From an optimization exercise on the open Yosys and OpenROAD flow, aimed at small area, a short achievable clock period and few clock cycles per item; shortcuts taken in it are not production practice.
Function was checked by simulation only, so behaviour that the tests miss may differ from the original.

==> inputs of run D <==
## strumok_core
module strumok_core (
    input  wire        clk,
    input  wire        rst,
    input  wire        in_valid,
    output wire        in_ready,
    input  wire [63:0] in_data,
    output reg         out_valid,
    input  wire        out_ready,
    output reg  [63:0] out_data
);
Settings: LEC_CHECK=0, CAP_MARGIN=40, CORE_MARGIN=2, CORE_UTILIZATION=35, SLEW_MARGIN=30; clock period 15.0 ns.
standard.sh (not shown) runs the stock make flow with config.mk's settings and CLKGATE_MAP_FILE= SYNTH_SCRIPT=/design/flow/synth_recipe.tcl, a recipe that flattens the netlist after the stock synthesis.
==> flow/flow/run.sh <==
#!/bin/bash
set -euo pipefail
bash standard.sh SETUP_SLACK_MARGIN=11 finish > standard_flow.log 2>&1
==> inputs of run R, as changes to run D <==
--- a/flow/design.v
+++ b/flow/design.v
@@ -54,23 +54,27 @@
                         g[k] = g[k] | (p[k] & g[(k / d) * d - 1]);
                         p[k] = p[k] & p[(k / d) * d - 1];
                     end
             add64 = h ^ {g[62:0], 1'b0};
         end
     endfunction
-    function [63:0] diffuse_a(input [63:0] w);
-        diffuse_a = add64(dif_lo0(w[ 3: 0]), {dif_hi(w[ 7: 4]), 4'd0})
-                ^ add64(dif_lo1(w[11: 8]), {dif_hi(w[15:12]), 4'd0})
-                ^ add64(dif_lo2(w[19:16]), {dif_hi(w[23:20]), 4'd0})
-                ^ add64(dif_lo3(w[27:24]), {dif_hi(w[31:28]), 4'd0});
-    endfunction
-    function [63:0] diffuse_b(input [63:0] w);
-        diffuse_b = add64(dif_lo4(w[35:32]), {dif_hi(w[39:36]), 4'd0})
-                ^ add64(dif_lo5(w[43:40]), {dif_hi(w[47:44]), 4'd0})
-                ^ add64(dif_lo6(w[51:48]), {dif_hi(w[55:52]), 4'd0})
-                ^ add64(dif_lo7(w[59:56]), {dif_hi(w[63:60]), 4'd0});
+    function [63:0] dq0(input [63:0] w);
+        dq0 = add64(dif_lo0(w[3:0]), {dif_hi(w[7:4]), 4'd0})
+            ^ add64(dif_lo1(w[11:8]), {dif_hi(w[15:12]), 4'd0});
+    endfunction
+    function [63:0] dq1(input [63:0] w);
+        dq1 = add64(dif_lo2(w[19:16]), {dif_hi(w[23:20]), 4'd0})
+            ^ add64(dif_lo3(w[27:24]), {dif_hi(w[31:28]), 4'd0});
+    endfunction
+    function [63:0] dq2(input [63:0] w);
+        dq2 = add64(dif_lo4(w[35:32]), {dif_hi(w[39:36]), 4'd0})
+            ^ add64(dif_lo5(w[43:40]), {dif_hi(w[47:44]), 4'd0});
+    endfunction
+    function [63:0] dq3(input [63:0] w);
+        dq3 = add64(dif_lo6(w[51:48]), {dif_hi(w[55:52]), 4'd0})
+            ^ add64(dif_lo7(w[59:56]), {dif_hi(w[63:60]), 4'd0});
     endfunction
     function [63:0] mul_alpha(input [63:0] w);
         mul_alpha = {w[55:0], 8'h00} ^ add64(am_t(w[59:56]), {am_t(w[63:60]), 4'd0});
     endfunction
     function [63:0] mul_alpha_inv(input [63:0] w);
         mul_alpha_inv = {8'h00, w[63:8]} ^ add64(ami_t(w[3:0]), {ami_t(w[7:4]), 4'd0});
@@ -95,14 +99,14 @@
     reg         k512;
     reg         crypt;
     reg  [5:0]  cnt;
     reg  [2:0]  kph;          
     reg  [63:0] ring [0:7];
     reg  [63:0] s   [0:15];
-    reg  [63:0] r1, r2a, r2b;
-    wire [63:0] r2 = r2a ^ r2b;
+    reg  [63:0] r1, r2a, r2b, r2c, r2d;
+    wire [63:0] r2 = r2a ^ r2b ^ r2c ^ r2d;
     reg         hold_v;
     reg  [63:0] hold_d;
     wire [63:0] src   = hold_v ? hold_d : in_data;
     wire        src_v = hold_v | in_valid;
     reg         in_rdy;       
     assign in_ready = in_rdy;
@@ -211,16 +215,20 @@
             lin   <= mul_alpha(s[1]) ^ s[14] ^ mul_alpha_inv(s[12]);
         end
         if (p_load) begin
             r1 <= 64'd0;
             r2a <= 64'd0;
             r2b <= 64'd0;
+            r2c <= 64'd0;
+            r2d <= 64'd0;
         end else if (adv) begin
             r1 <= r1n;
-            r2a <= diffuse_a(r1);
-            r2b <= diffuse_b(r1);
+            r2a <= dq0(r1);
+            r2b <= dq1(r1);
+            r2c <= dq2(r1);
+            r2d <= dq3(r1);
         end
         if (p_idle && take)
             out_data <= {56'd0, dec_status};
         else if (p_run && adv)
             out_data <= g ^ (crypt ? src : 64'd0);
     end
==> flow/flow/run.sh (replaced) <==
#!/bin/bash
set -euo pipefail
bash standard.sh SETUP_SLACK_MARGIN=10 finish > standard_flow.log 2>&1
==> inputs of run H, as changes to run D <==
==> flow/flow/run.sh (replaced) <==
#!/bin/bash
set -euo pipefail
bash standard.sh SETUP_SLACK_MARGIN=10 finish > standard_flow.log 2>&1
==> inputs of run E, as changes to run D <==
--- a/flow/design.v
+++ b/flow/design.v
@@ -54,20 +54,18 @@
                         g[k] = g[k] | (p[k] & g[(k / d) * d - 1]);
                         p[k] = p[k] & p[(k / d) * d - 1];
                     end
             add64 = h ^ {g[62:0], 1'b0};
         end
     endfunction
-    function [63:0] diffuse_a(input [63:0] w);
-        diffuse_a = add64(dif_lo0(w[ 3: 0]), {dif_hi(w[ 7: 4]), 4'd0})
+    function [63:0] diffuse(input [63:0] w);
+        diffuse = add64(dif_lo0(w[ 3: 0]), {dif_hi(w[ 7: 4]), 4'd0})
                 ^ add64(dif_lo1(w[11: 8]), {dif_hi(w[15:12]), 4'd0})
                 ^ add64(dif_lo2(w[19:16]), {dif_hi(w[23:20]), 4'd0})
-                ^ add64(dif_lo3(w[27:24]), {dif_hi(w[31:28]), 4'd0});
-    endfunction
-    function [63:0] diffuse_b(input [63:0] w);
-        diffuse_b = add64(dif_lo4(w[35:32]), {dif_hi(w[39:36]), 4'd0})
+                ^ add64(dif_lo3(w[27:24]), {dif_hi(w[31:28]), 4'd0})
+                ^ add64(dif_lo4(w[35:32]), {dif_hi(w[39:36]), 4'd0})
                 ^ add64(dif_lo5(w[43:40]), {dif_hi(w[47:44]), 4'd0})
                 ^ add64(dif_lo6(w[51:48]), {dif_hi(w[55:52]), 4'd0})
                 ^ add64(dif_lo7(w[59:56]), {dif_hi(w[63:60]), 4'd0});
     endfunction
     function [63:0] mul_alpha(input [63:0] w);
         mul_alpha = {w[55:0], 8'h00} ^ add64(am_t(w[59:56]), {am_t(w[63:60]), 4'd0});
@@ -95,14 +93,13 @@
     reg         k512;
     reg         crypt;
     reg  [5:0]  cnt;
     reg  [2:0]  kph;          
     reg  [63:0] ring [0:7];
     reg  [63:0] s   [0:15];
-    reg  [63:0] r1, r2a, r2b;
-    wire [63:0] r2 = r2a ^ r2b;
+    reg  [63:0] r1, r2;
     reg         hold_v;
     reg  [63:0] hold_d;
     wire [63:0] src   = hold_v ? hold_d : in_data;
     wire        src_v = hold_v | in_valid;
     reg         in_rdy;       
     assign in_ready = in_rdy;
@@ -178,15 +175,15 @@
         endcase
     end
     wire [2:0]  kidx = ksel - kph;
     wire [63:0] ldv = ring[kidx] ^ {64{kcomp}} ^ (kiv ? src : 64'd0);
     wire        fb_on = (ph == P_SCHED) && !cnt[5];
     wire [63:0] fb    = add64(r1, s[15]) ^ r2;
-    reg  [63:0] lin;
-    wire [63:0] nv    = lin ^ (fb_on ? fb : 64'd0);
+    wire [63:0] nv    = mul_alpha(s[0]) ^ s[13] ^ mul_alpha_inv(s[11]) ^ (fb_on ? fb : 64'd0);
     wire [63:0] r1n   = add64(r2, s[13]);
+    wire [63:0] r2n   = diffuse(r1);
     wire [63:0] g     = fb ^ s[0];
     wire out_free = !out_valid || out_ready;
     wire [3:0] nkw = k512 ? 4'd7 : 4'd3;
     wire p_idle  = (ph == P_IDLE);
     wire p_key   = (ph == P_KEY);
     wire p_load  = (ph == P_LOAD);
@@ -205,22 +202,19 @@
             ring[j] <= ring[j+1];
         ring[7] <= (kwr && src_v) ? src : ring[0];
         if (adv) begin
             for (j = 0; j < 15; j = j + 1)
                 s[j] <= s[j+1];
             s[15] <= p_load ? ldv : nv;
-            lin   <= mul_alpha(s[1]) ^ s[14] ^ mul_alpha_inv(s[12]);
         end
         if (p_load) begin
             r1 <= 64'd0;
-            r2a <= 64'd0;
-            r2b <= 64'd0;
+            r2 <= 64'd0;
         end else if (adv) begin
             r1 <= r1n;
-            r2a <= diffuse_a(r1);
-            r2b <= diffuse_b(r1);
+            r2 <= r2n;
         end
         if (p_idle && take)
             out_data <= {56'd0, dec_status};
         else if (p_run && adv)
             out_data <= g ^ (crypt ? src : 64'd0);
     end
==> flow/flow/run.sh (replaced) <==
#!/bin/bash
set -euo pipefail
bash standard.sh SETUP_SLACK_MARGIN=9 finish > standard_flow.log 2>&1
Settings changed: CAP_MARGIN 40 to 20, SLEW_MARGIN 30 to 20.
==> comparison table <==
	run R	run E	run H	run D
Run status	no timing/DRC/antenna violations	no timing/DRC/antenna violations	no timing/DRC/antenna violations	no timing/DRC/antenna violations
Routed wire per std cell	25.0 µm	33.6 µm	26.9 µm	28.1 µm
End point of the most critical hold path	ring[2][33]	ring[2][47]	ring[6][23]	ring[3][46]
Register bit total from synthesis	2075	1819	1947	1947
Clock latency reported for the late side of the worst-skew pair	920 ps	850 ps	900 ps	890 ps
Area of all placed cells without fillers	139000 µm²	126000 µm²	136000 µm²	154000 µm²
Number of inserted diodes	12	12	5	9
Die W	588 µm	566 µm	578 µm	578 µm
Antenna violations before repair	22	41	18	15
Final design utilization	40.8%	39.9%	41.6%	47.1%
Share of cell area taken by muxes after synthesis	2.76%	4.04%	3.12%	3.12%
Gr usage total	23.3%	30.8%	25.2%	26.9%
Time the worst path needs with I/O delays and setup	5080 ps	6030 ps	5040 ps	5020 ps
Starting utilization of the core area	35.2%	35.2%	35.2%	35.2%
HPWL after detailed placement	321000 µm	422000 µm	339000 µm	339000 µm
Total die area	346000 µm²	321000 µm²	334000 µm²	334000 µm²
Testbench counts of run D, summed over its fixed seeds: cycles 8,432, blocks 392.
Testbench counts of run R, summed over its fixed seeds: cycles 8,432, blocks 392.
Testbench counts of run H, summed over its fixed seeds: cycles 8,432, blocks 392.
Testbench counts of run E, summed over its fixed seeds: cycles 8,432, blocks 392.

-- separate check: timing with driven ports --
The results above use ideal ports. As a check the final layouts listed here were re-extracted and re-timed, cells and wires unchanged.
Step 1: set_driving_cell puts a clkbuf_16 on clk and a buf_2 on each other input, an assumption about the parent block.
Step 2 also shifts input and output timing later by t, the mid clock arrival at the registers, as if the neighbouring blocks saw the same clock.
a / b / c = no drivers / after step 1 / after step 2; a / b = the first two.
| run | shift t [ns] | slack for setup (ns) | worst setup path at the end | slew at the worst register clock pin (ns) | cell pins on the clock port's net |
|---|---|---|---|---|---|
| run D | 0.943 | 9.984 / 9.984 / 9.446 | input to register | 0.07 / 0.07 | 1 |
| run R | 0.966 | 9.921 / 9.921 / 9.197 | input to register | 0.07 / 0.07 | 1 |
| run H | 0.942 | 9.964 / 9.964 / 9.184 | input to register | 0.07 / 0.07 | 1 |
| run E | 0.929 | 8.968 / 8.968 / 8.247 | input to register | 0.08 / 0.08 | 1 |
After both steps setup and hold are still met in every run listed. The setup slack of run H, which loses most, moves by 0.000 ns with the drivers and by -0.780 ns with both steps.
